Background: an optimization exercise with open tools, aiming at small area, a short achievable clock period and few clock cycles per item. Do not read the settings as production practice.
The RTL was checked by simulation tests, not by an equivalence proof against the original design.

== rev 12 ==
Design pl0_alu, start of the top module:
module pl0_alu (
    input  wire        clk,
    input  wire        rst,           
    input  wire        in_valid,
    output wire        in_ready,
    input  wire [7:0]  in_op,         
    input  wire [1:0]  in_width,      
    input  wire [63:0] in_l,          
    input  wire [63:0] in_r,          
    output wire        out_valid,
    input  wire        out_ready,
    output wire [63:0] out_result,    
    output wire        out_div_zero   
);
Size in the first run: ~500 flip-flops, ~210 I/O pins.
Settings: LEC_CHECK=0, CAP_MARGIN=35, CORE_MARGIN=2, CORE_UTILIZATION=50, CTS_CLUSTER_DIAMETER=120, CTS_CLUSTER_SIZE=18, SLEW_MARGIN=30; clock period 18.0 ns.
standard.sh (not shown) runs the stock make flow with config.mk's settings and CLKGATE_MAP_FILE= SYNTH_SCRIPT=/design/flow/synth_recipe.tcl, a recipe that flattens the netlist after the stock synthesis.
==> flow/flow/run.sh <==
#!/bin/bash
# Standard synthesis and layout, with two changes to how it is made:
# repair_timing is asked for extra setup margin so that it sizes and buffers
# the paths for speed, and the port buffers are plain buffers (buf_4). The
# SDC and the clock period are the design's.
set -euo pipefail
bash standard.sh SETUP_SLACK_MARGIN=13.2 \
    "BUFFER_PORTS_ARGS=-buffer_cell sky130_fd_sc_hd__buf_4" \
    finish > make_finish.log 2>&1
Testbench counts of rev 12, summed over its fixed seeds: cycles 61,116, ops 24,000.
diff inputs: rev 12 => rev 13
--- a/flow/design.v
+++ b/flow/design.v
@@ -138,21 +138,22 @@
     wire [63:0] c1 = {(acc_q[62:0] & c_q[62:0]) | (acc_q[62:0] & pp0[62:0]) |
                       (c_q[62:0] & pp0[62:0]), mb[1]};
     wire [63:0] s2 = s1 ^ c1 ^ pp1;
     wire [63:0] c2 = {(s1[62:0] & c1[62:0]) | (s1[62:0] & pp1[62:0]) |
                       (c1[62:0] & pp1[62:0]), mb[3]};
     wire mul_more = ~((mb[63:3] == 61'd0) | (mb[63:3] == {61{1'b1}}));
     wire        b_zero = (lowbits(r_q, w_q) == 64'd0);
-    wire [63:0] ng;                           
-    pl0_neg64 u_neg (.x(l_q), .y(ng));
+    wire [63:0] ng_in  = f_first ? l_q : acc_q;
+    wire [63:0] ng;
+    pl0_neg64 u_neg (.x(ng_in), .y(ng));
     wire [6:0]  la = lzc(l_q);
     wire [6:0]  lb = lzc(r_q);
     wire [7:0]  sh = {1'b0, lb} - {1'b0, la};    
     wire        q_zero = sh[7];
-    wire [63:0] div_end = f_dfin ? sum : {acc_q[62:0], qbit};
+    wire [63:0] div_end = f_dfin ? ng : {acc_q[62:0], qbit};
     wire done_c = f_mfin | f_dfin | (f_step & k_div & (cnt_q == 6'd0) & ~neg_q) |
                   (f_align & q_zero) |
                   (f_first & (~(k_mul | k_div) | (k_div & b_zero)));
     wire [63:0] p_in = (k_div & (f_first | f_align)) ? 64'd0 :
                        k_div ? div_end : sum;
     reg  pd_sign;
     always @(*) begin
@@ -288,29 +289,26 @@
                 y_inv   <= 1'b1;
             end else if (f_align) begin
                 cnt_q   <= sh[5:0];
                 f_align <= 1'b0;
                 f_shift <= 1'b1;
             end else if (f_shift) begin
                 r_q     <= r_q << cnt_q;
-                acc_q   <= {64{neg_q}};
                 f_shift <= 1'b0;
                 f_step  <= 1'b1;
             end else begin
                 l_q     <= sum;
                 l_top   <= sum65[64];
                 y_inv   <= qbit;
                 r_q     <= {1'b0, r_q[63:1]};
-                acc_q   <= {acc_q[62:0], qbit ^ neg_q};
+                acc_q   <= {acc_q[62:0], qbit};
                 cnt_q   <= cnt_q - 6'd1;
                 if (cnt_q == 6'd0) begin
                     f_step <= 1'b0;
                     f_dfin <= 1'b1;
-                    x_acc  <= 1'b1;
-                    y_inv  <= 1'b1;
                 end
             end
         end
     end
 endmodule
 module pl0_add65 (
     input  wire [64:0] a,
==> run notes <==
Rev 13: all stages complete, timing, DRC and antenna checks passed. Compared rev 13 against rev 12; hold slack within noise. Share of the yosys chip area belonging to registers (rev 13 over rev 12): decrease, 1.4 points. Worst relative slew slack for rev 13: 6.1 points down relative to rev 12. The higher final standard cell count with taps included and fillers excluded of rev 12 and rev 13 is in rev 13. Per the comparison of rev 13 with rev 12, number of sequential cells in the layout did not really move; number of stages on the worst setup path went down by 1; utilization after layout has increased; global-route wire length before repair went up 3.6%; setup slack increased 170 ps. Combined global-route utilization of all metal layers: rev 13 vs rev 12 — no meaningful difference. Between rev 12 and rev 13, the flow reports inverter count increasing by more than 10%.
Testbench counts of rev 13, summed over its fixed seeds: cycles 61,116, ops 24,000.

==> port drivers added, routing unchanged <==
No port has a modelled driver above. Below, the same layouts with a new extraction and two added sets of constraints. Step 1 (the two cells are an assumption about what drives the block):
set clk [get_ports {clk}]
set_driving_cell -lib_cell sky130_fd_sc_hd__clkbuf_16 $clk
set_driving_cell -lib_cell sky130_fd_sc_hd__buf_2 [delete_from_list [all_inputs] $clk]
Step 2 moves the port delays by t, midway between the first and last clock arrival at a register: inputs arrive t later, outputs are due t later. That takes back most of the time a late clock gives input paths. Three values: ideal ports, drivers, drivers and shift; two values: the first two.
run	t (ns)	setup slack, ns	worst setup path after step 2	worst register clock-pin slew, ns	cell pins on the clock port's net
rev 12	0.671	12.962 / 12.962 / 12.625	input to register	0.10 / 0.10	1
rev 13	0.679	13.127 / 13.127 / 12.637	input to register	0.10 / 0.10	1
After both steps every run listed still meets setup and hold. For rev 13, which loses most, drivers alone change the setup slack by 0.000 ns; drivers and shift together by -0.490 ns.
